What follows belongs to an exercise in optimizing a design on an open flow for a short achievable clock period and few clock cycles; a production flow would make more cautious choices. The RTL was checked by simulation tests, not by an equivalence proof against the original design. Power figures rest on the tool's default switching activity, not on a simulated workload.

[flow/config.mk]
export PLATFORM = sky130hd
export DESIGN_NAME = simplevm_core
export DESIGN_NICKNAME = simplevm_core
export VERILOG_FILES = /design/flow/design.v
export SDC_FILE = /design/flow/constraint.sdc
export NUM_CORES = 4
export LEC_CHECK = 0
export ABC_CLOCK_PERIOD_IN_PS = 3500
export CAP_MARGIN = 20
export CORE_MARGIN = 2
export CORE_UTILIZATION = 40
export PLACE_DENSITY = 0.6
export SETUP_SLACK_MARGIN = 4.5
export SLEW_MARGIN = 20
[flow/constraint.sdc]
create_clock -name core_clock -period 10.0 [get_ports {clk}]
set_input_delay 2.0000 -clock core_clock [delete_from_list [all_inputs] [get_ports {clk}]]
set_output_delay 2.0000 -clock core_clock [all_outputs]
set_load 0.01 [all_outputs]
[flow/design.v]
module simplevm_core (
    input  wire        clk,
    input  wire        rst,           
    input  wire        start,         
    input  wire [15:0] entry,         
    input  wire        line_valid,    
    input  wire [7:0]  line_len,      
    output wire [7:0]  line_idx,      
    input  wire [15:0] line_char,     
    input  wire        dbg_cont,      
    input  wire        dbg_term,      
    output reg         mem_req,
    output reg         mem_we,
    output reg  [7:0]  mem_addr,
    output reg  [15:0] mem_wdata,
    input  wire        mem_ack,
    input  wire [15:0] mem_rdata,
    output reg         out_valid,
    output reg  [15:0] out_data,
    output wire [2:0]  run_state,
    output wire [3:0]  cause,
    input  wire [3:0]  rd_sel,
    output reg  [15:0] rd_data
);
    localparam RS_READY = 3'd0, RS_RUN = 3'd1, RS_SUSP_IN = 3'd2,
               RS_SUSP_DBG = 3'd3, RS_HALT = 3'd4, RS_FAULT = 3'd5;
    localparam F_EOM = 4'd1, F_INVOP = 4'd2, F_BADREG = 4'd3, F_BADADDR = 4'd4,
               F_OVER = 4'd5, F_UNDER = 4'd6, F_BADINT = 4'd7, F_BADARG = 4'd8,
               F_UNBAL = 4'd9, F_BADCHR = 4'd10;
    localparam OP_BRK = 5'd1, OP_DBG = 5'd2, OP_LOAD = 5'd3, OP_MOV = 5'd4,
               OP_PUSH = 5'd5, OP_POP = 5'd6, OP_ADD = 5'd7, OP_ADDI = 5'd8,
               OP_SUB = 5'd9, OP_SUBI = 5'd10, OP_MUL = 5'd11, OP_MULI = 5'd12,
               OP_INC = 5'd13, OP_DEC = 5'd14, OP_CMP = 5'd15, OP_CLF = 5'd16,
               OP_JMP = 5'd17, OP_JZ = 5'd18, OP_JNZ = 5'd19, OP_JE = 5'd20,
               OP_JNE = 5'd21, OP_CALL = 5'd22, OP_RET = 5'd23, OP_INT = 5'd24;
    localparam REG_AC = 4'd8, REG_SP = 4'd9, REG_FP = 4'd10;
    localparam S_IDLE = 4'd0, S_RUN = 4'd1, S_CALL = 4'd2, S_RETR = 4'd3,
               S_INT1S = 4'd4, S_INT1E = 4'd5, S_INT2W = 4'd6, S_POPR = 4'd7,
               S_RETN = 4'd8;
    localparam EBN = 32;              
    reg [15:0] x [0:10];
    reg [15:0] pc;         
    reg        ef, zf, df;
    reg [15:0] fs;
    reg [15:0] cd;
    reg [2:0]  rs;
    reg [3:0]  cause_r;
    reg [15:0] info;
    reg [3:0]  st;
    reg [7:0]  ptr;        
    reg [15:0] cw;         
    reg        lcm;        
    reg [15:0] cn_t;       
    reg        cnv_t;
    reg [15:0] fa;         
    reg [1:0]  wi;         
    reg [15:0] ipc;        
    reg [15:0] ir, w1, w2;
    reg [15:0] tmp;        
    reg [15:0] ra;         
    reg [15:0] nargs;      
    reg [7:0]  k;          
    reg [7:0]  cnt;
    reg [8:0]  scnt;       
    reg [15:0] eb [0:EBN-1];
    reg        ebusy;
    reg [5:0]  epos, elen;
    reg        fcv;
    reg [7:0]  fcb;        
    reg [15:0] fcr [0:7];
    reg [15:0] fcra, fcs;
    reg [15:0] fcn;        
    reg        fcnv;
    reg        icv [0:15];
    reg [3:0]  ictag [0:15];
    reg [4:0]  icop [0:15];
    reg [15:0] icw1 [0:15];
    reg [15:0] icw2 [0:15];
    reg        icclf [0:15];   
    reg        pclf;       
    reg [7:0]  pclfa;      
    reg        fromc;      
    reg        pw_v;       
    reg        pend;       
    reg        lwv;
    reg [7:0]  lwa;
    reg [7:0]  lwa1;       
    reg [15:0] lwd;
    reg        scv;
    reg [7:0]  scb;        
    reg [5:0]  scl;        
    reg  [7:0] pw_a;       
    assign run_state = (ebusy || out_valid) ? RS_RUN : rs;
    assign cause     = cause_r;
    assign line_idx  = cnt;
    wire [15:0] sp = x[REG_SP];
    wire [15:0] fp = x[REG_FP];
    wire [4:0] op = ir[4:0];
    function [13:0] decode(input [15:0] w);
        reg       v, r1, r2, im, sm;
        reg [1:0] ar;
        reg [4:0] o;
        begin
            o = w[4:0];
            v = (w[15:5] == 11'd0) && (o != 5'd0) && (o <= 5'd24);
            ar = 2'd0; r1 = 1'b0; r2 = 1'b0; im = 1'b0;
            case (o)
                OP_LOAD, OP_ADDI, OP_SUBI, OP_MULI: begin ar = 2'd2; r1 = 1'b1; im = 1'b1; end
                OP_MOV, OP_ADD, OP_SUB, OP_MUL, OP_CMP: begin ar = 2'd2; r1 = 1'b1; r2 = 1'b1; end
                OP_PUSH, OP_POP, OP_INC, OP_DEC: begin ar = 2'd1; r1 = 1'b1; end
                OP_JMP, OP_JZ, OP_JNZ, OP_JE, OP_JNE, OP_CALL, OP_INT: ar = 2'd1;
                default: ar = 2'd0;
            endcase
            sm = (o == OP_LOAD) || (o == OP_MOV) || ((o >= OP_ADD) && (o <= OP_JNE));
            decode = {v, v ? ar : 2'd0, v && r1, v && r2, v && im,
                      v && (o == OP_PUSH), v && (o == OP_POP), v && (o == OP_CALL),
                      v && (o == OP_RET), v && (o == OP_INT),
                      v && ((o == OP_MUL) || (o == OP_MULI)), v && sm,
                      v && ((o == OP_BRK) || (o == OP_DBG))};
        end
    endfunction
    reg  [13:0] dr;
    wire       op_valid  = dr[13];
    wire [1:0] arity     = dr[12:11];
    wire       r1_is_reg = dr[10];
    wire       r2_is_reg = dr[9];
    wire       imm2      = dr[8];
    wire       d_push    = dr[7];
    wire       d_pop     = dr[6];
    wire       d_call    = dr[5];
    wire       d_ret     = dr[4];
    wire       d_int     = dr[3];
    wire       d_mul     = dr[2];
    wire       d_simple  = dr[1];
    function bad_reg(input [15:0] w);
        bad_reg = ($signed(w) < 0) || ($signed(w) > 10);
    endfunction
    wire complete = (st == S_RUN) && (wi != 2'd0) && (wi == arity + 2'd1);
    reg  b1, b2, bi;       
    reg  [10:0] w1oh;      
    function [10:0] onehot(input [15:0] w);
        integer j;
        begin
            for (j = 0; j < 11; j = j + 1) onehot[j] = (w == j);
        end
    endfunction
    reg  [15:0] xa_oh;
    integer q;
    always @* begin
        xa_oh = 16'd0;
        for (q = 0; q < 11; q = q + 1) xa_oh = xa_oh | ({16{w1oh[q]}} & x[q]);
    end
    function bad_int(input [15:0] w);
        bad_int = ($signed(w) < 0) || ($signed(w) > 2);
    endfunction
    wire reg_fault = (r1_is_reg && b1) || (r2_is_reg && b2);
    wire int_bad = bi;
    wire [15:0] xa = x[w1[3:0]];
    wire [15:0] xb = x[w2[3:0]];
    wire [15:0] opb = imm2 ? w2 : xb;
    reg  [15:0] m0, m1, m2, m3;
    wire [15:0] pp0 = opb[0] ? xa : 16'd0;
    wire [15:0] pp1 = opb[1] ? {xa[14:0], 1'd0} : 16'd0;
    wire [15:0] pp2 = opb[2] ? {xa[13:0], 2'd0} : 16'd0;
    wire [15:0] pp3 = opb[3] ? {xa[12:0], 3'd0} : 16'd0;
    wire [15:0] pp4 = opb[4] ? {xa[11:0], 4'd0} : 16'd0;
    wire [15:0] pp5 = opb[5] ? {xa[10:0], 5'd0} : 16'd0;
    wire [15:0] pp6 = opb[6] ? {xa[9:0], 6'd0} : 16'd0;
    wire [15:0] pp7 = opb[7] ? {xa[8:0], 7'd0} : 16'd0;
    wire [15:0] pp8 = opb[8] ? {xa[7:0], 8'd0} : 16'd0;
    wire [15:0] pp9 = opb[9] ? {xa[6:0], 9'd0} : 16'd0;
    wire [15:0] pp10 = opb[10] ? {xa[5:0], 10'd0} : 16'd0;
    wire [15:0] pp11 = opb[11] ? {xa[4:0], 11'd0} : 16'd0;
    wire [15:0] pp12 = opb[12] ? {xa[3:0], 12'd0} : 16'd0;
    wire [15:0] pp13 = opb[13] ? {xa[2:0], 13'd0} : 16'd0;
    wire [15:0] pp14 = opb[14] ? {xa[1:0], 14'd0} : 16'd0;
    wire [15:0] pp15 = opb[15] ? {xa[0:0], 15'd0} : 16'd0;
    wire [15:0] mas0 = pp0 ^ pp1 ^ pp2;
    wire [15:0] mac0 = {(pp0[14:0] & pp1[14:0]) | (pp0[14:0] & pp2[14:0]) | (pp1[14:0] & pp2[14:0]), 1'b0};
    wire [15:0] mas1 = pp3 ^ pp4 ^ pp5;
    wire [15:0] mac1 = {(pp3[14:0] & pp4[14:0]) | (pp3[14:0] & pp5[14:0]) | (pp4[14:0] & pp5[14:0]), 1'b0};
    wire [15:0] mas2 = pp6 ^ pp7 ^ pp8;
    wire [15:0] mac2 = {(pp6[14:0] & pp7[14:0]) | (pp6[14:0] & pp8[14:0]) | (pp7[14:0] & pp8[14:0]), 1'b0};
    wire [15:0] mas3 = pp9 ^ pp10 ^ pp11;
    wire [15:0] mac3 = {(pp9[14:0] & pp10[14:0]) | (pp9[14:0] & pp11[14:0]) | (pp10[14:0] & pp11[14:0]), 1'b0};
    wire [15:0] mas4 = pp12 ^ pp13 ^ pp14;
    wire [15:0] mac4 = {(pp12[14:0] & pp13[14:0]) | (pp12[14:0] & pp14[14:0]) | (pp13[14:0] & pp14[14:0]), 1'b0};
    wire [15:0] mas5 = mas0 ^ mac0 ^ mas1;
    wire [15:0] mac5 = {(mas0[14:0] & mac0[14:0]) | (mas0[14:0] & mas1[14:0]) | (mac0[14:0] & mas1[14:0]), 1'b0};
    wire [15:0] mas6 = mac1 ^ mas2 ^ mac2;
    wire [15:0] mac6 = {(mac1[14:0] & mas2[14:0]) | (mac1[14:0] & mac2[14:0]) | (mas2[14:0] & mac2[14:0]), 1'b0};
    wire [15:0] mas7 = mas3 ^ mac3 ^ mas4;
    wire [15:0] mac7 = {(mas3[14:0] & mac3[14:0]) | (mas3[14:0] & mas4[14:0]) | (mac3[14:0] & mas4[14:0]), 1'b0};
    wire [15:0] mas8 = mas5 ^ mac5 ^ mas6;
    wire [15:0] mac8 = {(mas5[14:0] & mac5[14:0]) | (mas5[14:0] & mas6[14:0]) | (mac5[14:0] & mas6[14:0]), 1'b0};
    wire [15:0] mas9 = mac6 ^ mas7 ^ mac7;
    wire [15:0] mac9 = {(mac6[14:0] & mas7[14:0]) | (mac6[14:0] & mac7[14:0]) | (mas7[14:0] & mac7[14:0]), 1'b0};
    wire [15:0] mas10 = mas8 ^ mac8 ^ mas9;
    wire [15:0] mac10 = {(mas8[14:0] & mac8[14:0]) | (mas8[14:0] & mas9[14:0]) | (mac8[14:0] & mas9[14:0]), 1'b0};
    wire [15:0] mas11 = mac9 ^ mac4 ^ pp15;
    wire [15:0] mac11 = {(mac9[14:0] & mac4[14:0]) | (mac9[14:0] & pp15[14:0]) | (mac4[14:0] & pp15[14:0]), 1'b0};
    wire [15:0] mul_r0 = mas10, mul_r1 = mac10, mul_r2 = mas11, mul_r3 = mac11;
    wire [15:0] mbs0 = m0 ^ m1 ^ m2;
    wire [15:0] mbc0 = {(m0[14:0] & m1[14:0]) | (m0[14:0] & m2[14:0]) | (m1[14:0] & m2[14:0]), 1'b0};
    wire [15:0] mbs1 = mbs0 ^ mbc0 ^ m3;
    wire [15:0] mbc1 = {(mbs0[14:0] & mbc0[14:0]) | (mbs0[14:0] & m3[14:0]) | (mbc0[14:0] & m3[14:0]), 1'b0};
    wire [15:0] mul_res = mbs1 + mbc1;
    reg         mwb;       
    wire hz = mwb && complete && ((r1_is_reg && w1 == 16'd8) || (r2_is_reg && w2 == 16'd8));
    wire is_mul = d_mul;
    wire sp_in   = ($signed(sp) >= 0) && ($signed(sp) < 256);
    wire fa_in   = ($signed(fa) >= 0) && ($signed(fa) < 256);
    wire tmp_in  = ($signed(tmp) >= 0) && ($signed(tmp) < 256);
    wire pop_ok  = ($signed(sp) >= 1) && ($signed(sp) <= 256);
    wire call_ok = ($signed(sp) >= 0) && ($signed(sp) <= 246);
    wire ret_ok  = (cd != 16'd0) && ($signed(fp) >= 11) && ($signed(fp) <= 256);
    wire signed [17:0] fp_s    = {{2{fp[15]}}, fp};
    wire signed [17:0] rdata_s = {{2{mem_rdata[15]}}, mem_rdata};
    wire signed [17:0] ret_sp  = fp_s - 18'sd11 - rdata_s;    
    wire signed [17:0] ret_spk = fp_s - 18'sd11 - {{2{fcn[15]}}, fcn};    
    wire sc_hit = scv && (sp[15:8] == 8'd0) && (sp[7:0] == scb);
    wire fc_hit = fcv && (fp == {8'd0, fcb} + 16'd10);
    wire is_int0 = d_int && (w1[1:0] == 2'd0);
    wire is_int1 = d_int && (w1[1:0] == 2'd1);
    wire [7:0] spm1 = sp[7:0] - 8'd1;
    wire pop_fwd = lwv && pop_ok && (sp[7:0] == lwa1);
    wire fwd_op  = d_pop && pop_fwd;
    wire port_op = complete && (d_push || (d_pop && !pop_fwd) || d_call || d_ret || is_int0 || is_int1);
    wire pk = complete && (d_push || d_call || d_int);
    wire ex_ok   = !reg_fault && !(d_int && int_bad);
    wire ex_stall = (is_int0 || is_int1) && ebusy;
    wire cont = !complete || ((d_simple || fwd_op) && ex_ok && !hz);
    wire boundary = (wi == 2'd0) || complete;
    wire [3:0]  ci   = fa[3:0];
    wire [4:0]  c_op = icop[ci];
    wire [15:0] c_w1 = icw1[ci];
    wire [15:0] c_w2 = icw2[ci];
    wire        c_clf = icclf[ci];
    wire c_jcc = (c_op >= OP_JZ) && (c_op <= OP_JNE);
    wire flags_busy = complete && ((op == OP_CMP) || (op == OP_CLF));
    wire [7:0] pw_off = pw_a - fa[7:0];
    wire tagm = (fa[15:8] == 8'd0) && icv[ci] && (ictag[ci] == fa[7:4]);
    wire fetch_req = fa_in && (!complete || ((d_simple || fwd_op) && ex_ok));
    wire [2:0] c_tot = {1'b0, c_len} + {2'd0, c_clf};    
    wire hit = cont && boundary && tagm &&
               !(pw_v && pw_off < {5'd0, c_tot});
    wire zf_n = (complete && op == OP_CLF) ? 1'b0 : (zf || (complete && op == OP_CMP && xb == 16'd0));
    wire ef_n = (complete && op == OP_CLF) ? 1'b0 : (ef || (complete && op == OP_CMP && xa == xb));
    reg [1:0] c_len;
    reg       c_taken;
    always @* begin
        case (c_op)
            OP_LOAD, OP_ADDI, OP_SUBI, OP_MULI,
            OP_MOV, OP_ADD, OP_SUB, OP_MUL, OP_CMP: c_len = 2'd3;
            OP_PUSH, OP_POP, OP_INC, OP_DEC,
            OP_JMP, OP_JZ, OP_JNZ, OP_JE, OP_JNE, OP_CALL, OP_INT: c_len = 2'd2;
            default: c_len = 2'd1;
        endcase
        case (c_op)
            OP_JMP:  c_taken = 1'b1;
            OP_JZ:   c_taken = zf_n && !c_clf;
            OP_JNZ:  c_taken = !zf_n || c_clf;
            OP_JE:   c_taken = ef_n && !c_clf;
            OP_JNE:  c_taken = !ef_n || c_clf;
            default: c_taken = 1'b0;
        endcase
    end
    reg [15:0] call_next;
    always @* begin
        if (cnt < 8'd7)       call_next = x[cnt[2:0] + 3'd1];
        else if (cnt == 8'd7) call_next = fa;
        else                  call_next = fs + 16'd9;
    end
    reg        rq_c, we_c;
    reg [7:0]  ad_c;
    reg [15:0] wd_c;
    always @* begin
        rq_c = 1'b0; we_c = 1'b0; ad_c = fa[7:0]; wd_c = d_call ? x[0] : xa_oh;
        case (st)
            S_RUN: begin
                if (pk) begin
                    we_c = d_push || d_call;
                    ad_c = sp[7:0];
                    rq_c = ex_ok && !ex_stall && !hz && !(is_int1 && sc_hit) &&
                              (d_call ? call_ok : (d_push || is_int0 || is_int1) && sp_in);
                end else begin
                    rq_c = fetch_req;
                end
            end
            S_CALL: begin
                rq_c = 1'b1; we_c = 1'b1; ad_c = ptr; wd_c = cw;
            end
            S_RETN, S_RETR, S_POPR: begin
                rq_c = 1'b1; ad_c = ptr;
            end
            S_INT1S, S_INT1E: begin
                rq_c = tmp_in; ad_c = tmp[7:0];
            end
            S_INT2W: begin
                rq_c = 1'b1; we_c = 1'b1; ad_c = ptr;
                wd_c = lcm ? line_char : 16'd0;
            end
            default: ;
        endcase
    end
    reg        hwe;
    reg [7:0]  ha;
    always @* begin
        mem_req   = pend || rq_c;
        mem_we    = pend ? hwe : we_c;
        mem_addr  = pend ? ha : ad_c;
        mem_wdata = wd_c;    
    end
    wire held_own = rq_c && (we_c == hwe) && (ad_c == ha);
    wire gnt = mem_ack && (!pend || held_own);
    wire foreign = pend && !held_own;
    always @* begin
        case (rd_sel)
            4'd11:   rd_data = pc;
            4'd12:   rd_data = {13'd0, df, zf, ef};
            4'd13:   rd_data = fs;
            4'd14:   rd_data = cd;
            4'd15:   rd_data = info;
            default: rd_data = x[rd_sel];
        endcase
    end
    wire wr_ack = mem_req && mem_we && mem_ack;
    wire [7:0] inv_p0 = pw_a, inv_p1 = pw_a - 8'd1, inv_p2 = pw_a - 8'd2, inv_p3 = pw_a - 8'd3;
    wire [3:0] inv_a [0:3];
    wire [3:0] inv_t [0:3];
    assign inv_a[3] = inv_p3[3:0]; assign inv_t[3] = inv_p3[7:4];
    wire       fill_clf = pclf && (pclfa + 8'd1 == ipc[7:0]) && (ipc[7:0] != 8'd0);
    wire [7:0] fill_a   = fill_clf ? pclfa : ipc[7:0];
    assign inv_a[0] = inv_p0[3:0]; assign inv_t[0] = inv_p0[7:4];
    assign inv_a[1] = inv_p1[3:0]; assign inv_t[1] = inv_p1[7:4];
    assign inv_a[2] = inv_p2[3:0]; assign inv_t[2] = inv_p2[7:4];
    wire [7:0] fc_off = mem_addr - fcb;
    reg taken;
    always @* begin
        case (op)
            OP_JMP:  taken = 1'b1;
            OP_JZ:   taken = zf;
            OP_JNZ:  taken = !zf;
            OP_JE:   taken = ef;
            OP_JNE:  taken = !ef;
            default: taken = 1'b0;
        endcase
    end
    integer i;
    always @(posedge clk) begin
        out_valid <= 1'b0;
        if (rst) begin
            for (i = 0; i < 9; i = i + 1) x[i] <= 16'd0;
            x[REG_SP] <= 16'd128;
            x[REG_FP] <= 16'd128;
            pc <= 16'd0;
            ef <= 1'b0; zf <= 1'b0; df <= 1'b0;
            fs <= 16'd0;
            cd <= 16'd0;
            rs <= RS_READY;
            cause_r <= 4'd0;
            info <= 16'd0;
            st <= S_IDLE;
            out_data <= 16'd0;
            cnt <= 8'd0;
            wi <= 2'd0;
            ebusy <= 1'b0;
            fcv <= 1'b0;
            mwb <= 1'b0;
            pw_v <= 1'b0;
            pend <= 1'b0;
            pclf <= 1'b0;
            scv <= 1'b0;
            lwv <= 1'b0;
            for (i = 0; i < 16; i = i + 1) icv[i] <= 1'b0;
        end else begin
            pw_v <= wr_ack;
            if (wr_ack) begin
                lwv <= 1'b1;
                lwa <= mem_addr;
                lwa1 <= mem_addr + 8'd1;
                lwd <= mem_wdata;
            end
            pend <= mem_req && !mem_ack;
            ha   <= mem_addr;
            hwe  <= mem_we;
            if (wr_ack && (mem_addr - scb) <= {2'd0, scl}) scv <= 1'b0;
            pw_a <= mem_addr;
            if (complete && !fromc && op_valid) begin
                icv[fill_a[3:0]]   <= 1'b1;
                ictag[fill_a[3:0]] <= fill_a[7:4];
                icop[fill_a[3:0]]  <= op;
                icw1[fill_a[3:0]]  <= w1;
                icw2[fill_a[3:0]]  <= w2;
                icclf[fill_a[3:0]] <= fill_clf;
            end
            if (complete) begin
                pclf  <= op_valid && (op == OP_CLF);
                pclfa <= ipc[7:0];
            end
            if (pw_v)
                for (i = 0; i < 4; i = i + 1)
                    if (ictag[inv_a[i]] == inv_t[i]) icv[inv_a[i]] <= 1'b0;
            if (wr_ack && fc_off < 8'd10) fcv <= 1'b0;
            if (wr_ack && fc_off == 8'hff) fcnv <= 1'b0;
            if (mwb) begin
                x[REG_AC] <= mul_res;
                mwb <= 1'b0;
            end
            if (ebusy) begin
                out_valid <= 1'b1;
                if (epos == elen) begin
                    out_data <= 16'd10;
                    ebusy <= 1'b0;
                end else begin
                    out_data <= eb[epos[4:0]];
                    epos <= epos + 6'd1;
                end
            end
            case (st)
                S_IDLE: begin
                    case (rs)
                        RS_READY: if (start) begin
                            pc <= entry;
                            fa <= entry;
                            wi <= 2'd0;
                            fcv <= 1'b0;
                            scv <= 1'b0;
                            lwv <= 1'b0;
                            for (i = 0; i < 16; i = i + 1) icv[i] <= 1'b0;
                            rs <= RS_RUN;
                            st <= S_RUN;
                        end
                        RS_SUSP_IN: if (line_valid) begin
                            if ($signed(sp) < 0) begin
                                pc <= ipc;
                                fault(F_BADADDR, sp);
                            end else if ($signed({sp[15], sp}) + $signed({9'd0, line_len}) >= 256) begin
                                pc <= ipc;
                                fault(F_BADADDR, ($signed(sp) > 256) ? sp : 16'd256);
                            end else begin
                                k <= line_len;
                                cnt <= 8'd0;
                                ptr <= sp[7:0];
                                lcm <= (line_len != 8'd0);
                                scv <= 1'b0;
                                rs <= RS_RUN;
                                st <= S_INT2W;
                            end
                        end
                        RS_SUSP_DBG: begin
                            if (dbg_term) begin
                                rs <= RS_HALT;
                                cause_r <= 4'd1;
                            end else if (dbg_cont) begin
                                rs <= RS_RUN;
                                wi <= 2'd0;
                                st <= S_RUN;
                            end
                        end
                        default: ;
                    endcase
                end
                S_RUN: begin
                    if (foreign || hz) begin
                    end else if (complete && !op_valid) begin
                        pc <= ipc; fault(F_INVOP, ir);
                    end else if (complete && r1_is_reg && b1) begin
                        pc <= ipc; fault(F_BADREG, w1);
                    end else if (complete && r2_is_reg && b2) begin
                        pc <= ipc; fault(F_BADREG, w2);
                    end else if (complete && op == OP_INT && int_bad) begin
                        pc <= ipc; fault(F_BADINT, w1);
                    end else if (complete && (op == OP_BRK || op == OP_DBG ||
                                              (op == OP_INT && w1[1:0] == 2'd2))) begin
                        pc <= fa;
                        rs <= (op == OP_BRK) ? RS_HALT : (op == OP_DBG) ? RS_SUSP_DBG : RS_SUSP_IN;
                        cause_r <= 4'd0;
                        wi <= 2'd0;
                        st <= S_IDLE;
                    end else if (port_op) begin
                        if (!ex_stall)
                        case (op)
                            OP_PUSH: begin
                                if ($signed(sp) >= 256)   begin pc <= ipc; fault(F_OVER, sp); end
                                else if ($signed(sp) < 0) begin pc <= ipc; fault(F_UNDER, sp); end
                                else if (gnt) begin
                                    x[REG_SP] <= sp + 16'd1;
                                    fs <= fs + 16'd1;
                                    wi <= 2'd0;
                                end
                            end
                            OP_POP: begin
                                if ($signed(sp) < 1)        begin pc <= ipc; fault(F_UNDER, sp); end
                                else if ($signed(sp) > 256) begin pc <= ipc; fault(F_OVER, sp); end
                                else begin
                                    ptr <= sp[7:0] - 8'd1;
                                    wi <= 2'd0;
                                    st <= S_POPR;
                                end
                            end
                            OP_CALL: begin
                                if ($signed(sp) < 0)           begin pc <= ipc; fault(F_UNDER, sp); end
                                else if ($signed(sp) >= 256)   begin pc <= ipc; fault(F_OVER, sp); end
                                else if ($signed(sp) > 246)    begin pc <= ipc; fault(F_OVER, 16'd256); end
                                else if (gnt) begin
                                    ptr <= sp[7:0] + 8'd1;
                                    cw <= x[1];
                                    cn_t <= lwd;
                                    cnv_t <= lwv && (lwa1 == sp[7:0]) && (sp[7:0] != 8'd0);
                                    cnt <= 8'd1;
                                    wi <= 2'd0;
                                    st <= S_CALL;
                                end
                            end
                            OP_RET: begin
                                if (cd == 16'd0)               begin pc <= ipc; fault(F_UNBAL, 16'd0); end
                                else if ($signed(fp) <= 0)     begin pc <= ipc; fault(F_UNDER, fp); end
                                else if ($signed(fp) > 256)    begin pc <= ipc; fault(F_OVER, fp); end
                                else if ($signed(fp) < 11)     begin pc <= ipc; fault(F_UNDER, 16'd0); end
                                else if (fc_hit && fcnv) begin
                                    if ($signed(fcn) < 0)        begin pc <= ipc; fault(F_BADARG, fcn); end
                                    else if (ret_spk < 0)        begin pc <= ipc; fault(F_UNDER, 16'd0); end
                                    else begin
                                        wi <= 2'd0;
                                        for (i = 0; i < 8; i = i + 1) x[i] <= fcr[i];
                                        fs <= fcs - 16'd10 - fcn;
                                        fa <= fcra;
                                        x[REG_FP] <= fp - fcs - 16'd1;
                                        x[REG_SP] <= fp - 16'd11 - fcn;
                                        cd <= cd - 16'd1;
                                    end
                                end else begin
                                    ptr <= fp[7:0] - 8'd11;
                                    wi <= 2'd0;
                                    st <= S_RETN;
                                end
                            end
                            default: begin    
                                if (!sp_in) begin pc <= ipc; fault(F_BADADDR, sp); end
                                else if (is_int1 && sc_hit) begin
                                    elen <= scl;
                                    epos <= 6'd0;
                                    ebusy <= 1'b1;
                                    wi <= 2'd0;
                                end else if (gnt) begin
                                    if ($signed(mem_rdata) < 0) begin
                                        pc <= ipc; fault(F_BADCHR, mem_rdata);
                                    end else if (is_int0) begin
                                        out_valid <= 1'b1;
                                        out_data <= mem_rdata;
                                        wi <= 2'd0;
                                    end else if (mem_rdata == 16'd0) begin
                                        elen <= 6'd0;
                                        epos <= 6'd0;
                                        ebusy <= 1'b1;
                                        wi <= 2'd0;
                                        scv <= 1'b1;
                                        scb <= sp[7:0];
                                        scl <= 6'd0;
                                    end else begin
                                        scv <= 1'b0;
                                        eb[0] <= mem_rdata;
                                        tmp <= sp + 16'd1;
                                        scnt <= 9'd1;
                                        wi <= 2'd0;
                                        st <= S_INT1S;
                                    end
                                end
                            end
                        endcase
                    end else begin
                        if (complete) begin
                            case (op)
                                OP_LOAD: x[w1[3:0]] <= w2;
                                OP_MOV:  x[w1[3:0]] <= xb;
                                OP_ADD, OP_ADDI: x[REG_AC] <= xa + opb;
                                OP_SUB, OP_SUBI: x[REG_AC] <= xa - opb;
                                OP_MUL, OP_MULI: begin
                                    m0 <= mul_r0;
                                    m1 <= mul_r1;
                                    m2 <= mul_r2;
                                    m3 <= mul_r3;
                                    mwb <= 1'b1;
                                end
                                OP_INC: x[w1[3:0]] <= xa + 16'd1;
                                OP_DEC: x[w1[3:0]] <= xa - 16'd1;
                                OP_CMP: begin
                                    if (xa == xb)     ef <= 1'b1;
                                    if (xb == 16'd0)  zf <= 1'b1;
                                end
                                OP_CLF: begin
                                    ef <= 1'b0; zf <= 1'b0; df <= 1'b0;
                                end
                                OP_POP: begin
                                    x[REG_SP] <= sp - 16'd1;
                                    fs <= fs - 16'd1;
                                    x[w1[3:0]] <= lwd;    
                                end
                                default: ;    
                            endcase
                        end
                        if (hit) begin
                            ir  <= {11'd0, c_op};
                            dr  <= decode({11'd0, c_op});
                            w1  <= c_w1;
                            w2  <= c_w2;
                            b1  <= bad_reg(c_w1);
                            w1oh <= onehot(c_w1);
                            b2  <= bad_reg(c_w2);
                            bi  <= bad_int(c_w1);
                            ipc <= fa + {15'd0, c_clf};
                            fa  <= c_taken ? c_w1 : fa + {13'd0, c_tot};
                            wi  <= c_len;
                            fromc <= 1'b1;
                            if (c_clf) begin      
                                ef <= 1'b0; zf <= 1'b0; df <= 1'b0;
                            end
                        end else if (wi == 2'd0 || complete) begin
                            fromc <= 1'b0;
                            if (!fa_in && complete && d_mul) wi <= 2'd0;    
                            else if ($signed(fa) < 0)        begin pc <= fa; fault(F_BADADDR, fa); end
                            else if ($signed(fa) >= 256) begin pc <= fa; fault(F_EOM, fa); end
                            else if (fetch_req && gnt && (mem_rdata[15:2] == 14'd0) &&
                                     (mem_rdata[1] ^ mem_rdata[0]) && !(complete && d_mul)) begin
                                pc  <= fa + 16'd1;
                                fa  <= fa + 16'd1;
                                rs  <= mem_rdata[0] ? RS_HALT : RS_SUSP_DBG;
                                cause_r <= 4'd0;
                                wi  <= 2'd0;
                                st  <= S_IDLE;
                            end else if (fetch_req && gnt) begin
                                ir  <= mem_rdata;
                                dr  <= decode(mem_rdata);
                                ipc <= fa;
                                fa  <= fa + 16'd1;
                                wi  <= 2'd1;
                            end else begin
                                wi  <= 2'd0;
                            end
                        end else begin
                            if ($signed(fa) >= 256) begin pc <= ipc; fault(F_EOM, fa); end
                            else if (fetch_req && gnt) begin
                                if (wi == 2'd1) begin
                                    w1 <= mem_rdata;
                                    b1 <= bad_reg(mem_rdata);
                                    w1oh <= onehot(mem_rdata);
                                    bi <= bad_int(mem_rdata);
                                    fa <= taken ? mem_rdata : fa + 16'd1;
                                end else begin
                                    w2 <= mem_rdata;
                                    b2 <= bad_reg(mem_rdata);
                                    fa <= fa + 16'd1;
                                end
                                wi <= wi + 2'd1;
                            end
                        end
                    end
                end
                S_CALL: if (gnt) begin
                    ptr <= ptr + 8'd1;
                    cw <= call_next;
                    if (cnt == 8'd9) begin
                        fcn <= cn_t;
                        fcnv <= cnv_t;
                        x[REG_SP] <= sp + 16'd10;
                        x[REG_FP] <= sp + 16'd10;
                        fs <= 16'd0;
                        cd <= cd + 16'd1;
                        fa <= w1;
                        cnt <= 8'd0;
                        st <= S_RUN;
                        fcv <= 1'b1;
                        fcb <= sp[7:0];
                        for (i = 0; i < 8; i = i + 1) fcr[i] <= x[i];
                        fcra <= fa;
                        fcs <= fs + 16'd9;
                    end else begin
                        cnt <= cnt + 8'd1;
                    end
                end
                S_POPR: if (gnt) begin
                    x[REG_SP] <= sp - 16'd1;
                    fs <= fs - 16'd1;
                    x[w1[3:0]] <= mem_rdata;    
                    st <= S_RUN;
                end
                S_RETN: if (gnt) begin
                    if ($signed(mem_rdata) < 0) begin pc <= ipc; fault(F_BADARG, mem_rdata); end
                    else if (ret_sp < 0)        begin pc <= ipc; fault(F_UNDER, 16'd0); end
                    else begin
                        nargs <= mem_rdata;
                        if (fc_hit) begin
                            for (i = 0; i < 8; i = i + 1) x[i] <= fcr[i];
                            fs <= fcs - 16'd10 - mem_rdata;
                            fa <= fcra;
                            x[REG_FP] <= fp - fcs - 16'd1;
                            x[REG_SP] <= fp - 16'd11 - mem_rdata;
                            cd <= cd - 16'd1;
                            st <= S_RUN;
                        end else begin
                            ptr <= fp[7:0] - 8'd1;
                            cnt <= 8'd0;
                            st <= S_RETR;
                        end
                    end
                end
                S_RETR: if (gnt) begin
                    ptr <= ptr - 8'd1;
                    if (cnt == 8'd0)      tmp <= mem_rdata;
                    else if (cnt == 8'd1) ra <= mem_rdata;
                    else                  x[4'd9 - cnt[3:0]] <= mem_rdata;
                    if (cnt == 8'd9) begin
                        fs <= tmp - 16'd10 - nargs;
                        fa <= ra;
                        x[REG_FP] <= fp - tmp - 16'd1;
                        x[REG_SP] <= fp - 16'd11 - nargs;
                        cd <= cd - 16'd1;
                        cnt <= 8'd0;
                        st <= S_RUN;
                    end else begin
                        cnt <= cnt + 8'd1;
                    end
                end
                S_INT1S: begin
                    if (!tmp_in) begin pc <= ipc; fault(F_BADADDR, tmp); end
                    else if (gnt) begin
                        if (mem_rdata == 16'd0) begin
                            if (scnt <= EBN) begin
                                elen <= scnt[5:0];
                                epos <= 6'd0;
                                ebusy <= 1'b1;
                                scv <= 1'b1;
                                scb <= sp[7:0];
                                scl <= scnt[5:0];
                                st <= S_RUN;
                            end else begin
                                tmp <= sp;
                                st <= S_INT1E;
                            end
                        end else if ($signed(mem_rdata) < 0) begin
                            pc <= ipc; fault(F_BADCHR, mem_rdata);
                        end else begin
                            if (scnt < EBN) eb[scnt[4:0]] <= mem_rdata;
                            scnt <= scnt + 9'd1;
                            tmp <= tmp + 16'd1;
                        end
                    end
                end
                S_INT1E: if (gnt) begin
                    out_valid <= 1'b1;
                    if (mem_rdata == 16'd0) begin
                        out_data <= 16'd10;
                        st <= S_RUN;
                    end else begin
                        out_data <= mem_rdata;
                        tmp <= tmp + 16'd1;
                    end
                end
                S_INT2W: if (gnt) begin
                    ptr <= ptr + 8'd1;
                    lcm <= ({1'b0, cnt} + 9'd1 < {1'b0, k});
                    if (cnt < EBN) eb[cnt[4:0]] <= line_char;
                    if (cnt == k) begin
                        if (k <= EBN) begin
                            scv <= 1'b1;
                            scb <= sp[7:0];
                            scl <= k[5:0];
                        end
                        x[REG_SP] <= sp + {8'd0, k} + 16'd1;
                        cnt <= 8'd0;
                        st <= S_RUN;
                    end else begin
                        cnt <= cnt + 8'd1;
                    end
                end
                default: st <= S_IDLE;
            endcase
        end
    end
    task fault(input [3:0] kind, input [15:0] val);
        begin
            rs <= RS_FAULT;
            cause_r <= kind;
            info <= val;
            wi <= 2'd0;
            st <= S_IDLE;
        end
    endtask
endmodule
[flow/run.sh]
#!/bin/bash
# synth_recipe.tcl (not shown) runs the flow's synth.tcl, then flattens the netlist and writes it again
# the make line also repeats each setting of config.mk as NAME=value (left out here)
make -C /OpenROAD-flow-scripts/flow DESIGN_CONFIG=/design/flow/config.mk WORK_HOME=/design/flow/orfs CLKGATE_MAP_FILE= SYNTH_SCRIPT=/design/flow/synth_recipe.tcl finish
==> impl_metrics.toml, run 1 <==
[run_status]
status = "no timing/DRC/antenna violations"

[placement]
dp_cells = 13600
place_area_um2 = 128000
gp_congestion = 1.05
port_buffers = 140
hpwlAfterDp_um = 418000

[synthesis]
ys_seq_area_share_pct = 50.9
synthArstFlopShare_pct = 0
synth_edf_count = 1941
syn_avg_cell_area_um2 = 12.4
ys.warnings.count = 2
netlist_area_um2 = 120000
synthCells = 9729
synth_cell_types = 111
synth_fp_nets = 10300
ys.flop_type = "edfxtp_1"
synth_seq_cells = 2091

[pwr]
leakagePower_nw = 50.8
total_power_w = 0.0285
power_density_nw_per_um2 = 197
vdd_drop_max_uv = 174

[worst_hold_path]
hold_path_class = "register to register"
holdPathStages = 0

[routing]
via_count = 98900
drtPass1Iterations = 10
routed_via_density = 6.80
drt_iter0_markers = 16800
drc = 0
wl_per_cell_um = 41.2
drt.antenna.violating_nets = 0
drt-total-wl_um = 600000

[die]
die_h_um = 552
die_w_um = 552
core.rowCount = 201
dieArea_um2 = 305000
io_pins = 141
start_util_pct = 40.2
coreArea_um2 = 300000

[worst_setup_path]
path_buf_inv = 3
crit_family = "multiplexers"
cp.required_ns = 8.00
slowest_stage = "mux4_2"
rr_worst_depth = 26
worst-path-max-fanout = 6
startpoint_type = "input pin"
cpMostUsedCell = "mux4_2"
crit_arrival_ns = 3.91
cp.depth = 6
critPathMaxStageDelay_ns = 0.73
crit_chain = "buf_12 -> buf_16 -> mux4_2 -> mux4_2 -> a21o_1 -> buf_2"
critical_path_class = "input pin to primary output"
cp-end-kind = "primary output"

[sta]
rsz0062_at_grt = "true"
fmax_mhz = 169
fin_crit_sh_pct = 59.1
max_slew_margin_pct = 10.3
maxSlewViolCount = 0
fin_crit_ns = 5.91
hold_violations = 0
fin_tns_setup_ns = 0
worst_pin_slew_ns = 1.34
clock_skew_ns = 0.0891
setup_viol = 0

[layout]
final_common_cell = "edfxtp_1"
fillers = 26200
post-route-util_pct = 48.2
layout-drive-gt1-share_pct = 24.8
instances_no_fill = 14600
layout_common_cells = "edfxtp_1 (1,941), nand2_1 (702), mux4_2 (664)"
nets = 10900
fin_area_um2 = 145000
area_growth_pct = 20.1

[job]
maxCapViolCount = 0

[global_route]
grt_first_pass_wirelength_um = 797000
grt_pass1_vias = 91500
grt_max_degree = 136
grt_use_total_pct = 38.0
gr-total-overflow = 0
antenna_found_initial = 81

[clocking]
cts_tree = "yes"
ctsHoldBuffers = 0
numCtsBuffers = 235
cts_max_level = 4
worstSkewPairLatency_ns = 0.97
clock-sinks = 2091
clkTransAtPathRegs_ns = 0.08
cts-root-buf = "clkbuf_16"
cts.path.max_buffers = 4
kinds of logic (layout without fill, tap and decap cells):
| group | after synthesis | after routing | synth area share, % |
|---|---|---|---|
| flip-flops | 2091 | 2091 | 50.9 |
| adder cells (fa/ha/maj) | 507 | 507 | 5.92 |
| other | 1 | 58 | 0.00312 |
| XOR/XNOR | 494 | 494 | 3.60 |
| buffers and inverters | 1152 | 1954 | 3.76 |
| AND/OR/NAND/NOR | 2401 | 2408 | 9.48 |
| AO/OA/AOI/OAI | 2216 | 2217 | 12.1 |
| multiplexers | 867 | 868 | 14.2 |
state kept, by name, indices dropped and copies added (netlist names), 64 cells and up, named ones only:
signal / cells
eb: 512
ictag: 64
icw1: 256
fcr: 128
x: 256
icw2: 256
icop: 80
metal layers:
metal | track usage [%] | up-vias | part of all wire (%)
met5 | 0 | - | 0.10
met4 | 21.6 | 38 | 7.0
met3 | 12.9 | 1721 | 13
met2 | 53.8 | 7746 | 42
met1 | 50.5 | 50500 | 38
li1 | - | 38900 | -
where the power goes:
part	internal (W)	total [W]	leakage [nW]	switching, W
clock network	0.00508	0.00896	3.81	0.00387
registers	0.00973	0.0105	19.0	0.000734
logic	0.00374	0.00906	28.0	0.00532
total	0.0186	0.0285	50.8	0.00992
worst paths after layout:
path | startpoint | endpoint | slack (ns)
setup / recovery | rd_sel[1] | rd_data[0] | 4.09
hold / removal | cn_t[0]$_DFFE_PP_ | fcn[0]$_DFFE_PP_ | 0.41
setup reg to reg | register | cause_r[0]$_SDFFE_PP0P_ | 4.32
hold reg to reg | cn_t[0]$_DFFE_PP_ | fcn[0]$_DFFE_PP_ | 0.41
per-stage QoR:
stage	setup WS (ns)	hold WS [ns]
after CTS	4.19	0.400
after global placement	1.57	0.402
final	4.09	0.412
after global routing	4.11	0.422
after floorplan	2.67	0.400
after detailed placement	1.49	0.405
worst reg2reg max path, cell delays in order, from the launching register on:
cell and delay (ns):
dfxtp_4 0.38, buf_12 0.14, mux4_2 0.50, mux4_2 0.57
inv_2 0.12, ha_4 0.15, nand2_4 0.06, and3_4 0.15
o21ai_2 0.11, o21a_1 0.21, ha_2 0.22, ha_4 0.21
inv_4 0.07, ha_4 0.19, a21boi_2 0.14, o21ai_1 0.15
o2111ai_1 0.14, a211oi_2 0.31, nor3_4 0.11, buf_12 0.17
a221oi_4 0.27, o32ai_2 0.15, and4bb_4 0.40, nand3b_4 0.14
buf_6 0.16, o21bai_1 0.14, a21oi_1 0.19
timing repair:
item,in CTS,in global routing
setup buffers,319,138
gates resized for setup,568,352
pin swaps,122,101
gates cloned,20,21
setup endpoints to repair,2125,1239
cells in the mapped netlist, types with 40 or more instances:
library cell,number,area share [%]
xnor2_1,326,2.4
ha_1,404,4.2
and2_1,57,0.30
inv_1,469,1.5
edfxtp_1,1941,48
o21ai_0,471,2.0
o22ai_1,99,0.51
buf_1,93,0.29
nor2b_1,100,0.52
mux4_2,664,12
mux2_2,46,0.43
nand3_1,187,0.78
a31oi_1,60,0.31
a21o_1,120,0.75
nand2_1,743,2.3
buf_2,107,0.45
a21oi_1,546,2.3
nor3_1,175,0.73
mux2i_1,152,1.3
xor2_1,168,1.2
a22oi_1,136,0.85
nand4_1,65,0.34
a211oi_1,105,0.66
clkbuf_1,455,1.4
a222oi_1,40,0.33
or3_1,60,0.31
a221oi_1,85,0.62
o211ai_1,87,0.54
nor4_1,72,0.37
fa_1,103,1.7
nor2_1,658,2.1
dfxtp_1,150,2.5
nand2b_1,60,0.31
and3_1,64,0.33
area by class of cell:
type	count	area [µm²]	share of cell area, %
Antenna cell	57	143	0.0987
Clock inverter	162	1630	1.13
Clock buffer	277	6220	4.31
Multi-Input combinational cell	6495	57600	39.9
Sequential cell	2091	61300	42.4
Tap cell	3958	4950	3.43
Inverter	479	1890	1.31
Timing Repair Buffer	1036	10700	7.43
Testbench counts, summed over its fixed seeds: cycles 47,237.
==> run 2: changes to the inputs <==
--- a/flow/design.v
+++ b/flow/design.v
@@ -38,3 +38,3 @@
                S_INT1S = 4'd4, S_INT1E = 4'd5, S_INT2W = 4'd6, S_POPR = 4'd7,
-               S_RETN = 4'd8;
+               S_RETN = 4'd8, S_INT2L = 4'd9;
     localparam EBN = 32;              
@@ -52,2 +52,4 @@
     reg        lcm;        
+    reg [15:0] lcr;        
+    reg [7:0]  wn;         
     reg [15:0] cn_t;       
@@ -300,3 +302,3 @@
                 rq_c = 1'b1; we_c = 1'b1; ad_c = ptr;
-                wd_c = lcm ? line_char : 16'd0;
+                wd_c = lcm ? lcr : 16'd0;
             end
@@ -444,2 +446,3 @@
                                 ptr <= sp[7:0];
+                                wn  <= 8'd0;
                                 lcm <= (line_len != 8'd0);
@@ -447,3 +450,3 @@
                                 rs <= RS_RUN;
-                                st <= S_INT2W;
+                                st <= (line_len != 8'd0) ? S_INT2L : S_INT2W;
                             end
@@ -642,3 +645,10 @@
                             if ($signed(fa) >= 256) begin pc <= ipc; fault(F_EOM, fa); end
-                            else if (fetch_req && gnt) begin
+                            else if (fetch_req && gnt && d_int && (mem_rdata == 16'd2)) begin
+                                pc  <= fa + 16'd1;
+                                fa  <= fa + 16'd1;
+                                rs  <= RS_SUSP_IN;
+                                cause_r <= 4'd0;
+                                wi  <= 2'd0;
+                                st  <= S_IDLE;
+                            end else if (fetch_req && gnt) begin
                                 if (wi == 2'd1) begin
@@ -759,7 +769,13 @@
                 end
+                S_INT2L: begin
+                    lcr <= line_char;
+                    cnt <= cnt + 8'd1;
+                    st <= S_INT2W;
+                end
                 S_INT2W: if (gnt) begin
                     ptr <= ptr + 8'd1;
-                    lcm <= ({1'b0, cnt} + 9'd1 < {1'b0, k});
-                    if (cnt < EBN) eb[cnt[4:0]] <= line_char;
-                    if (cnt == k) begin
+                    lcm <= ({1'b0, wn} + 9'd1 < {1'b0, k});
+                    lcr <= line_char;
+                    if (wn < EBN) eb[wn[4:0]] <= lcr;
+                    if (wn == k) begin
                         if (k <= EBN) begin
@@ -774,2 +790,3 @@
                         cnt <= cnt + 8'd1;
+                        wn <= wn + 8'd1;
                     end
==> impl_metrics.toml, run 2 <==
[run_status]
status = "finished with violations"
violatedChecks = "max-capacitance violations, max-slew violations"

[worst_setup_path]
crit_chain = "a222oi_1 -> nand2_1 -> nor4b_4 -> a21oi_2 -> a21o_1 -> a32o_2 -> nand2b_4 -> buf_6"
crit_family = "compound AO/OA/AOI/OAI gates"
path_buf_inv = 1
startpoint_type = "register"
critical_path_class = "register to primary output"
worst-path-max-fanout = 5
critPathMaxStageDelay_ns = 0.88
slowest_stage = "a222oi_1"
crit_arrival_ns = 3.81
cp-end-kind = "primary output"
cp.required_ns = 8.00

[clocking]
clkTransAtPathRegs_ns = 0.06
cts.path.max_buffers = 4
clock-sinks = 2115
ctsHoldBuffers = 0
cts_max_level = 4
cts-root-buf = "clkbuf_16"
numCtsBuffers = 235
worstSkewPairLatency_ns = 1.00
cts_tree = "yes"

[routing]
routed_via_density = 6.84
drt.antenna.violating_nets = 0
drtPass1Iterations = 14
drt-total-wl_um = 605000
wl_per_cell_um = 41.3
drt_iter0_markers = 17700
via_count = 100000
drc = 0

[die]
die_w_um = 555
coreArea_um2 = 302000
start_util_pct = 40.2
io_pins = 141
dieArea_um2 = 308000
die_h_um = 555
core.rowCount = 202

[sta]
setup_viol = 0
clock_skew_ns = 0.108
rsz0062_at_grt = "true"
maxSlewViolCount = 4
fin_ws_ns = 4.19
worst_pin_slew_ns = 1.56
fmax_mhz = 172
fin_crit_sh_pct = 58.1
whs_ns = 0.342
fin_crit_ns = 5.81
max_slew_margin_pct = -4.71
fin_tns_setup_ns = 0
hold_violations = 0

[layout]
largest-register = "eb"
fillers = 26700
fin_area_um2 = 145000
final_common_cell = "edfxtp_1"
instances_no_fill = 14600
nets = 11000
seqCellArea_um2 = 62100
layout_common_cells = "edfxtp_1 (1,965), nand2_1 (709), mux4_2 (651)"
largest_reg_flops = 512
layout-drive-gt1-share_pct = 24.2
multiInputGateArea_um2 = 58500
area_growth_pct = 19.5

[global_route]
grt_max_degree = 77
grt_first_pass_wirelength_um = 804000
grt_use_total_pct = 38.0
grt_pass1_vias = 92400
antenna_found_initial = 69
gr-total-overflow = 0

[synthesis]
synthTopCellsByCount = "edfxtp_1 (1,965), nand2_1 (756), nor2_1 (712)"
syn_avg_cell_area_um2 = 12.3
ys_seq_area_share_pct = 51.1
synth_edf_count = 1965
ys.warnings.count = 2
synth_fp_nets = 10400
synth_top_family_by_area = "multiplexers"
synth_seq_cells = 2115
synth_cell_types = 109
synthCells = 9866
muxShareOfSynthArea_pct = 13.9
yosys.area.top_type_share_pct = 48.6
ys.flop_type = "edfxtp_1"
synth_xor_area_share_pct = 3.46
synth_most_common_cell = "edfxtp_1"
synth-compound-area-share_pct = 12.6
synthAdderAreaFrac_pct = 5.87
yosys.area.top_type = "edfxtp_1"
synthArstFlopShare_pct = 0
netlist_area_um2 = 121000
synth-simple-area-share_pct = 9.53
synthTopCellsByArea = "edfxtp_1 (49%), mux4_2 (12%), ha_1 (4.2%), dfxtp_1 (2.5%), xnor2_1 (2.5%)"

[placement]
place_area_um2 = 130000
hpwlAfterDp_um = 427000
dp_cells = 13800
dp_slack_ns = 1.79
gp_congestion = 1.11
port_buffers = 140

[pwr]
leakagePower_nw = 50.3
vdd_drop_max_uv = 155
power_density_nw_per_um2 = 191

[job]
maxCapViolCount = 1

[worst_hold_path]
hold_path_class = "register to register"
-- run 2: cell types whose count changed after synthesis, sizes merged, moves of 15 or more --
cell    before   now
o22ai      101    76
xor2       168   138
o221ai      36    61
a21oi      547   518
nor2       660   713
o21ai      503   569
or4         14    32
edfxtp    1941  1965
xnor2      326   341
buf        215   144
o211ai      89    73
clkbuf     458   500
-- run 2: path summary, 6_finish.rpt --
kind	start	to	slack [ns]	cells past startpoint
hold reg to reg	cn_t[14]$_DFFE_PP_	fcn[14]$_DFFE_PP_	0.34	0
setup reg to reg	dr[10]$_DFFE_PP_	ir[8]$_SDFFCE_PP0P_	4.31	14
hold / removal	cn_t[14]$_DFFE_PP_	fcn[14]$_DFFE_PP_	0.34	0
setup / recovery	dr[10]$_DFFE_PP_	mem_req	4.19	8
-- run 2: layer usage --
layer  vias to the layer above  global-route usage (%)  part of all wire (%)
met5                         -                       0                 0.045
met4                        38                    23.5                   7.5
met3                      1846                    13.9                    14
met2                      8003                    52.6                    41
met1                     50900                    50.3                    37
li1                      39400                       -                     -
-- run 2: where the power goes --
part / total, W / leakage (nW) / internal (W) / switching [W]
Clock: 0.00904 / 3.78 / 0.00512 / 0.00392
Sequential: 0.0103 / 19.2 / 0.00982 / 0.000493
Combinational: 0.00841 / 27.4 / 0.00341 / 0.00500
-- run 2: what timing repair did --
item                       in CTS  in global routing
gates resized for setup       562                337
setup endpoints to repair    2386               1148
cloned                         19                  9
pin swaps                     102                123
buffers inserted              225                122
-- run 2: layout make-up --
cell class	count	area share [%]
Sequential cell	2115	42.8
Multi-Input combinational cell	6624	40.3
Timing Repair Buffer	954	6.59
Clock buffer	271	4.20
Tap cell	3978	3.43
Inverter	492	1.33
Clock inverter	160	1.23
Antenna cell	50	0.0863
-- run 2: cell families after synthesis --
kind of cell               Yosys count
and+or+nand+nor                   2467
AOI/OAI and AO/OA                 2300
DFF                               2115
buffers and inverters             1136
muxes                              860
adders and majority gates          508
xor gates and xnor gates           479
other                                1
-- run 2: worst reg2reg max path, stage by stage, from the launching register on --
cell and delay, ns:
edfxtp_1 0.63, a222oi_1 0.88, nand2_1 0.22, nor4b_4 0.31
a21oi_2 0.10, a21o_1 0.20, a32oi_1 0.38, nand2b_1 0.10
buf_4 0.25, o21ai_4 0.34, nand2_4 0.27, nor2_1 0.47
nand2_2 0.38, a21oi_4 0.31, buf_4 0.46
-- run 2: per-stage QoR --
stage / total power [W] / util, %
after floorplan: 0.0150 / -
after global placement: 0.0177 / 42.9
after detailed placement: 0.0177 / 42.9
after CTS: 0.0271 / 47.0
after global routing: 0.0285 / 48.0
final: 0.0278 / 48.0
Testbench counts of run 2, summed over its fixed seeds: cycles 47,250.
==> run 3: changes to the inputs <==
--- a/flow/config.mk
+++ b/flow/config.mk
@@ -8,3 +8,3 @@
 export ABC_CLOCK_PERIOD_IN_PS = 3500
-export CAP_MARGIN = 20
+export CAP_MARGIN = 30
 export CORE_MARGIN = 2
@@ -13,2 +13,2 @@
 export SETUP_SLACK_MARGIN = 4.5
-export SLEW_MARGIN = 20
+export SLEW_MARGIN = 30
==> impl_metrics.toml, run 3 <==
[run_status]
status = "finished with violations"
violatedChecks = "max-capacitance violations, max-slew violations"

[worst_setup_path]
worst-path-max-fanout = 25
path_buf_inv = 2
crit_family = "compound AO/OA/AOI/OAI gates"
cp-end-kind = "register"
cpMostUsedCell = "nor2_1"
slowest_stage = "o21ai_0"
crit_chain = "buf_4 -> clkinv_2 -> a31oi_1 -> nor2_1 -> a31o_2 -> nand2_1 -> nor2_1 -> o21ai_0 -> and4_4 -> nor2_1 -> a311oi_1"
cp.required_ns = 10.85
startpoint_type = "register"
critPathMaxStageDelay_ns = 1.86
critical_path_class = "register to register"
crit_arrival_ns = 6.80

[clocking]
worstSkewPairLatency_ns = 1.01
clkTransAtPathRegs_ns = 0.07
clock-sinks = 2115
cts_tree = "yes"
ctsHoldBuffers = 0
cts_max_level = 4
cts.path.max_buffers = 4
cts-root-buf = "clkbuf_16"
numCtsBuffers = 236

[pwr]
power_density_nw_per_um2 = 191
internal_power_w = 0.0185
pwr-share-seq_pct = 37.0
vdd_drop_max_uv = 162
power_switching_w = 0.00938
p_clk_share_pct = 32.9
leakagePower_nw = 50.8
sw_frac_of_total_pct = 33.7
pwr-share-comb_pct = 30.1

[synthesis]
synth_top_family_by_area = "multiplexers"
synth-compound-area-share_pct = 12.6
syn_avg_cell_area_um2 = 12.3
synth_most_common_cell = "edfxtp_1"
synthTopCellsByCount = "edfxtp_1 (1,965), nand2_1 (756), nor2_1 (712)"
synthArstFlopShare_pct = 0
synth_cell_types = 109
yosys.area.top_type_share_pct = 48.6
synth-simple-area-share_pct = 9.53
synth_fp_nets = 10400
synth_seq_cells = 2115
synth_xor_area_share_pct = 3.46
synthTopCellsByArea = "edfxtp_1 (49%), mux4_2 (12%), ha_1 (4.2%), dfxtp_1 (2.5%), xnor2_1 (2.5%)"
synthAdderAreaFrac_pct = 5.87
synthCells = 9866
yosys.area.top_type = "edfxtp_1"
ys_seq_area_share_pct = 51.1
ys.warnings.count = 2
synth_edf_count = 1965
netlist_area_um2 = 121000
muxShareOfSynthArea_pct = 13.9
ys.flop_type = "edfxtp_1"

[global_route]
grt_max_degree = 77
gr-total-overflow = 0
grt_first_pass_wirelength_um = 805000
antenna_found_initial = 88
grt_use_total_pct = 38.0
grt_pass1_vias = 93000

[routing]
drc = 0
drt-total-wl_um = 604000
drt_iter0_markers = 17900
drtPass1Iterations = 13
wl_per_cell_um = 41.1
routed_via_density = 6.84
via_count = 101000
drt.antenna.violating_nets = 0

[die]
core.rowCount = 202
io_pins = 141
start_util_pct = 40.2
die_w_um = 555
dieArea_um2 = 308000
die_h_um = 555
coreArea_um2 = 302000

[placement]
dp_slack_ns = 1.79
port_buffers = 140
gp_congestion = 1.11
hpwlAfterDp_um = 428000
dp_cells = 13800

[sta]
fin_ws_ns = 4.05
fin_crit_sh_pct = 59.5
max_slew_margin_pct = -68.0
rsz0062_at_grt = "true"
worst_pin_slew_ns = 2.49
hold_violations = 0
clock_skew_ns = 0.0873
fin_crit_ns = 5.95
fin_tns_setup_ns = 0
maxSlewViolCount = 4
fmax_mhz = 168
setup_viol = 0

[layout]
seqCellArea_um2 = 62100
nets = 11000
layout-drive-gt1-share_pct = 24.6
final_common_cell = "edfxtp_1"
layout_common_cells = "edfxtp_1 (1,965), nand2_1 (703), mux4_2 (651)"
area_growth_pct = 20.2
fillers = 26600
multiInputGateArea_um2 = 58500
instances_no_fill = 14700
largest-register = "eb"
largest_reg_flops = 512

[job]
maxCapViolCount = 1

[worst_hold_path]
hold_path_class = "register to register"
run 3: cell counts after synthesis:
No cell type changed its count.
run 3: worst paths after layout:
check                                   startpoint             endpoint  slack (ns)  depth (start not counted)
worst max-delay path             x[9][8]$_DFFE_PP_  fs[11]$_SDFFE_PP0P_        4.05                         11
worst min-delay path            cn_t[14]$_DFFE_PP_    fcn[14]$_DFFE_PP_        0.35                          0
worst max register to register   x[9][8]$_DFFE_PP_  fs[11]$_SDFFE_PP0P_        4.05                         11
worst min register to register  cn_t[14]$_DFFE_PP_    fcn[14]$_DFFE_PP_        0.35                          0
run 3: kinds of logic (layout without fill, tap and decap cells):
kind of cell | Yosys count | count (layout)
AND/OR/NAND/NOR | 2467 | 2473
adder cells (fa/ha/maj) | 508 | 508
XOR/XNOR | 479 | 479
multiplexers | 860 | 861
other | 1 | 62
AO/OA/AOI/OAI | 2300 | 2300
flip-flops | 2115 | 2115
buffers and inverters | 1136 | 1935
run 3: timing repair:
action	CTS	global route
pin swaps	110	109
buffers inserted	250	132
setup endpoints to repair	2378	1120
gates cloned	20	10
gates resized for setup	548	339
run 3: final cells by class:
| type | count | area share [%] |
|---|---|---|
| antenna | 61 | 0.105 |
| clock buffer | 285 | 4.26 |
| clock inverter | 156 | 1.25 |
| inverter | 492 | 1.32 |
| multi-input combinational | 6622 | 40.1 |
| sequential | 2115 | 42.6 |
| tap | 3978 | 3.41 |
| timing repair buffer | 1002 | 7.01 |
run 3: through the flow:
step / area [µm²] / hold WS (ns) / util, % / power, W
after floorplan: 122000 / 0.400 / - / 0.0150
after global placement: 130000 / 0.401 / 42.9 / 0.0177
after detailed placement: 130000 / 0.405 / 43.0 / 0.0177
after CTS: 143000 / 0.347 / 47.3 / 0.0273
after global routing: 146000 / 0.349 / 48.2 / 0.0286
final: 146000 / 0.352 / 48.3 / 0.0278
run 3: metal layers:
| layer | GRT usage [%] | vias to the layer above | wire, µm |
|---|---|---|---|
| li1 | - | 39500 | - |
| met1 | 50.1 | 51100 | 227000 |
| met2 | 52.8 | 8083 | 245000 |
| met3 | 14.1 | 1919 | 85800 |
| met4 | 23.4 | 48 | 46100 |
| met5 | 0 | - | 299 |
run 3: power by group through the flow:
stage / logic, W / clock network [W] / registers [W]
after global placement: 0.00714 / 0 / 0.0106
after floorplan: 0.00485 / 0 / 0.0101
after detailed placement: 0.00719 / 0 / 0.0106
final: 0.00837 / 0.00916 / 0.0103
after CTS: 0.00785 / 0.00921 / 0.0103
after global routing: 0.00872 / 0.00954 / 0.0103

afterwards: timing with drivers on the ports:
The flow's constraints put no driver on any port. The routed layouts listed below were extracted and timed again, unchanged, in two steps.
Step 1, drivers: a clkbuf_16 drives clk and a buf_2 each remaining input, both assumed.
Step 2, shift: input delay + t, output delay - t, t = (earliest + latest rising clock arrival at the registers) / 2. This alone moves slack from input paths to output paths.
a / b / c = ideal ports / drivers / drivers and shift; a / b = the first two.
run | t (ns) | setup WS [ns] | clock arrival spread, ns | worst register clock-pin slew, ns
run 1 | 1.044 | 4.088 / 3.875 / 3.368 | 0.089 / 0.089 | 0.08 / 0.08
run 2 | 1.056 | 4.188 / 4.074 / 3.456 | 0.108 / 0.108 | 0.08 / 0.08
run 3 | 1.058 | 4.053 / 4.002 / 3.451 | 0.093 / 0.093 | 0.08 / 0.08
The setup slack of run 2, which loses most, moves by -0.114 ns with the drivers and by -0.732 ns with both steps.
